Source: an optimization exercise on an open RTL-to-GDS flow (aim: a short achievable clock period, few clock cycles and low power). Production flows keep margins and buffers that such runs may drop. Power and IR drop assume default switching activity.

lane 5:
==> flow/design.v (excerpt) <==
module e20_core (
    input  wire        clk,
    input  wire        rst,          
    output reg         mem_req,
    output reg         mem_we,
    output reg  [12:0] mem_addr,
    output wire [15:0] mem_wdata,
    input  wire        mem_gnt,
    input  wire        mem_rvalid,
    input  wire [15:0] mem_rdata,
    output reg         halted
);
export LEC_CHECK = 0
export ABC_CLOCK_PERIOD_IN_PS = 3000
export CAP_MARGIN = 20
export CORE_MARGIN = 2
export CORE_UTILIZATION = 40
export CTS_BUF_LIST = sky130_fd_sc_hd__clkbuf_8
export PLACE_DENSITY = 0.6
export SETUP_SLACK_MARGIN = 3.0
export SLEW_MARGIN = 20
create_clock -name core_clock -period 8.0 [get_ports {clk}]
standard.sh (not shown) runs the stock make flow with config.mk's settings and CLKGATE_MAP_FILE= SYNTH_SCRIPT=/design/flow/synth_recipe.tcl, a recipe that flattens the netlist after the stock synthesis.
==> flow/flow/run.sh <==
#!/bin/bash
# The standard layout (the standard.sh, unchanged synthesis and steps),
# with one change to clock tree synthesis: no dummy loads are added to
# balance the clock tree's leaf buffers.
set -euo pipefail
export CTS_ARGS="-sink_clustering_enable -repair_clock_nets -buf_list sky130_fd_sc_hd__clkbuf_8 -dont_use_dummy_load -sink_buffer_max_cap_derate 2.0"
bash standard.sh > standard.log 2>&1
Lane 5 never completed; the flow aborted with a tool error in clock tree synthesis.
> inputs changed (lane 5 -> lane 2)
--- a/flow/flow/run.sh
+++ b/flow/flow/run.sh
@@ -6 +6 @@
-export CTS_ARGS="-sink_clustering_enable -repair_clock_nets -buf_list sky130_fd_sc_hd__clkbuf_8 -dont_use_dummy_load -sink_buffer_max_cap_derate 2.0"
+export CTS_ARGS="-repair_clock_nets -buf_list sky130_fd_sc_hd__clkbuf_8 -sink_clustering_size 25 -dont_use_dummy_load"
Findings:
The final layout from lane 2, which completed every stage, passed the timing, DRC and antenna checks at the end of the flow. Number of top-level pins came out exactly the same in lane 5 and lane 2. There was hardly any difference in part of the Yosys area used for sequential elements between lane 5 and lane 2. Comparing lane 2 against lane 5, there is no change at all in placement row count. Synthesized area: lane 2 vs lane 5 identical. As far as number of unique standard cell types used by synthesis goes, lane 2 and lane 5 are indistinguishable; the numbers are identical. Diff lane 2..lane 5 | adder and majority gate portion of the synthesized area | unchanged. Lane 5 -> lane 2: share of synthesized cell area in and, or, nand and nor gates delta 0, exact match. From lane 5 to lane 2, placed instance area did not move at all.
Function was not checked in any run of this note: the RTL went through the layout flow alone.

Another version of the RTL of e20_core (not shown whole).
Size in the first run: about 2000 cells after synthesis, roughly 160 flip-flops, ~52 I/O pins.
Settings: LEC_CHECK=0, ABC_CLOCK_PERIOD_IN_PS=3000, CAP_MARGIN=20, CORE_MARGIN=2, CORE_UTILIZATION=55, CTS_BUF_LIST=sky130_fd_sc_hd__clkbuf_16, CTS_CLUSTER_DIAMETER=100, CTS_CLUSTER_SIZE=20, PLACE_DENSITY=0.75, SETUP_SLACK_MARGIN=3.0, SLEW_MARGIN=20; clock period 8.0 ns.
run.sh (not shown) runs the stock make flow with config.mk's settings and CLKGATE_MAP_FILE= SYNTH_SCRIPT=/design/flow/synth_recipe.tcl, a recipe that flattens the netlist after the stock synthesis.
Stock flow here: none of the scripts above is used.
Then changed:
==> flow/config.mk (replaced) <==
export PLATFORM = sky130hd
export DESIGN_NAME = e20_core
export DESIGN_NICKNAME = e20_core
export VERILOG_FILES = /design/flow/design.v
export SDC_FILE = /design/flow/constraint.sdc
export NUM_CORES = 4
export LEC_CHECK = 0
export ABC_CLOCK_PERIOD_IN_PS = 2500
export CAP_MARGIN = 20
export CORE_MARGIN = 2
export CORE_UTILIZATION = 40
export CTS_BUF_LIST = sky130_fd_sc_hd__clkbuf_16
export CTS_CLUSTER_DIAMETER = 100
export CTS_CLUSTER_SIZE = 20
export PLACE_DENSITY = 0.6
export SETUP_SLACK_MARGIN = 3.5
export SLEW_MARGIN = 20
After rerunning:
- The new run produced a clean layout
- critical path depth fell by 2
- final cell count rose by a little under a tenth
- power rose by a few percent
- final area rose by a few percent
- fmax rose by a few percent
- clock-buffer cell count is unchanged
- wire length rose by a few percent
- via count fell slightly
Then changed:
==> flow/config.mk (replaced) <==
export PLATFORM = sky130hd
export DESIGN_NAME = e20_core
export DESIGN_NICKNAME = e20_core
export VERILOG_FILES = /design/flow/design.v
export SDC_FILE = /design/flow/constraint.sdc
export NUM_CORES = 4
export LEC_CHECK = 0
export ABC_CLOCK_PERIOD_IN_PS = 3000
export CAP_MARGIN = 20
export CORE_MARGIN = 2
export CORE_UTILIZATION = 40
export CTS_BUF_LIST = sky130_fd_sc_hd__clkbuf_16
export CTS_CLUSTER_DIAMETER = 200
export CTS_CLUSTER_SIZE = 24
export PLACE_DENSITY = 0.6
export SETUP_SLACK_MARGIN = 3.0
export SLEW_MARGIN = 20
Result:
- The new run completed with no timing, DRC or antenna violations
- clock power goes down by a few percent
- synthesized area does not change
- total power goes down by a few percent
- maximum frequency goes down slightly
- sequential share of layout area goes up by 0.65 points
Then changed:
--- a/flow/config.mk
+++ b/flow/config.mk
@@ -11,6 +11,6 @@
 export CORE_UTILIZATION = 40
 export CTS_BUF_LIST = sky130_fd_sc_hd__clkbuf_16
-export CTS_CLUSTER_DIAMETER = 200
-export CTS_CLUSTER_SIZE = 24
+export CTS_CLUSTER_DIAMETER = 70
+export CTS_CLUSTER_SIZE = 28
 export PLACE_DENSITY = 0.6
 export SETUP_SLACK_MARGIN = 3.0
=>
- The new run finished clean
- global-route usage stays the same
- total power stays the same
- hold slack is unchanged
- clock-buffer cell count does not change
- sequential power is about the same
No functional check of the RTL was part of any run of this note.

-- what the ideal ports hide --
The results above use ideal ports. As a check the final layouts listed here were re-extracted and re-timed, cells and wires unchanged.
Step 1 (the two cells are an assumption about what drives the block):
set clk [get_ports {clk}]
set_driving_cell -lib_cell sky130_fd_sc_hd__clkbuf_16 $clk
set_driving_cell -lib_cell sky130_fd_sc_hd__buf_2 [delete_from_list [all_inputs] $clk]
Step 2 also shifts input and output timing later by t, the mid clock arrival at the registers, as if the neighbouring blocks saw the same clock.
Three values: ideal ports, drivers, drivers and shift; two values: the first two.
| run | t, ns | setup slack, ns | hold WS [ns] |
|---|---|---|---|
| lane 2 | 0.530 | 3.037 / 2.897 / 2.366 | 0.479 / 0.479 / 0.479 |
| the first run of note 2 | 0.516 | 2.895 / 2.680 / 2.164 | 0.494 / 0.494 / 0.494 |
| the second run of note 2 | 0.520 | 3.021 / 2.877 / 2.357 | 0.493 / 0.493 / 0.493 |
| the third run of note 2 | 0.516 | 2.984 / 2.866 / 2.351 | 0.490 / 0.490 / 0.490 |
| the fourth run of note 2 | 0.516 | 2.984 / 2.866 / 2.351 | 0.490 / 0.490 / 0.490 |
After both steps every run listed still meets setup and hold. For the first run of note 2, which loses most, drivers alone change the setup slack by -0.215 ns; drivers and shift together by -0.731 ns.
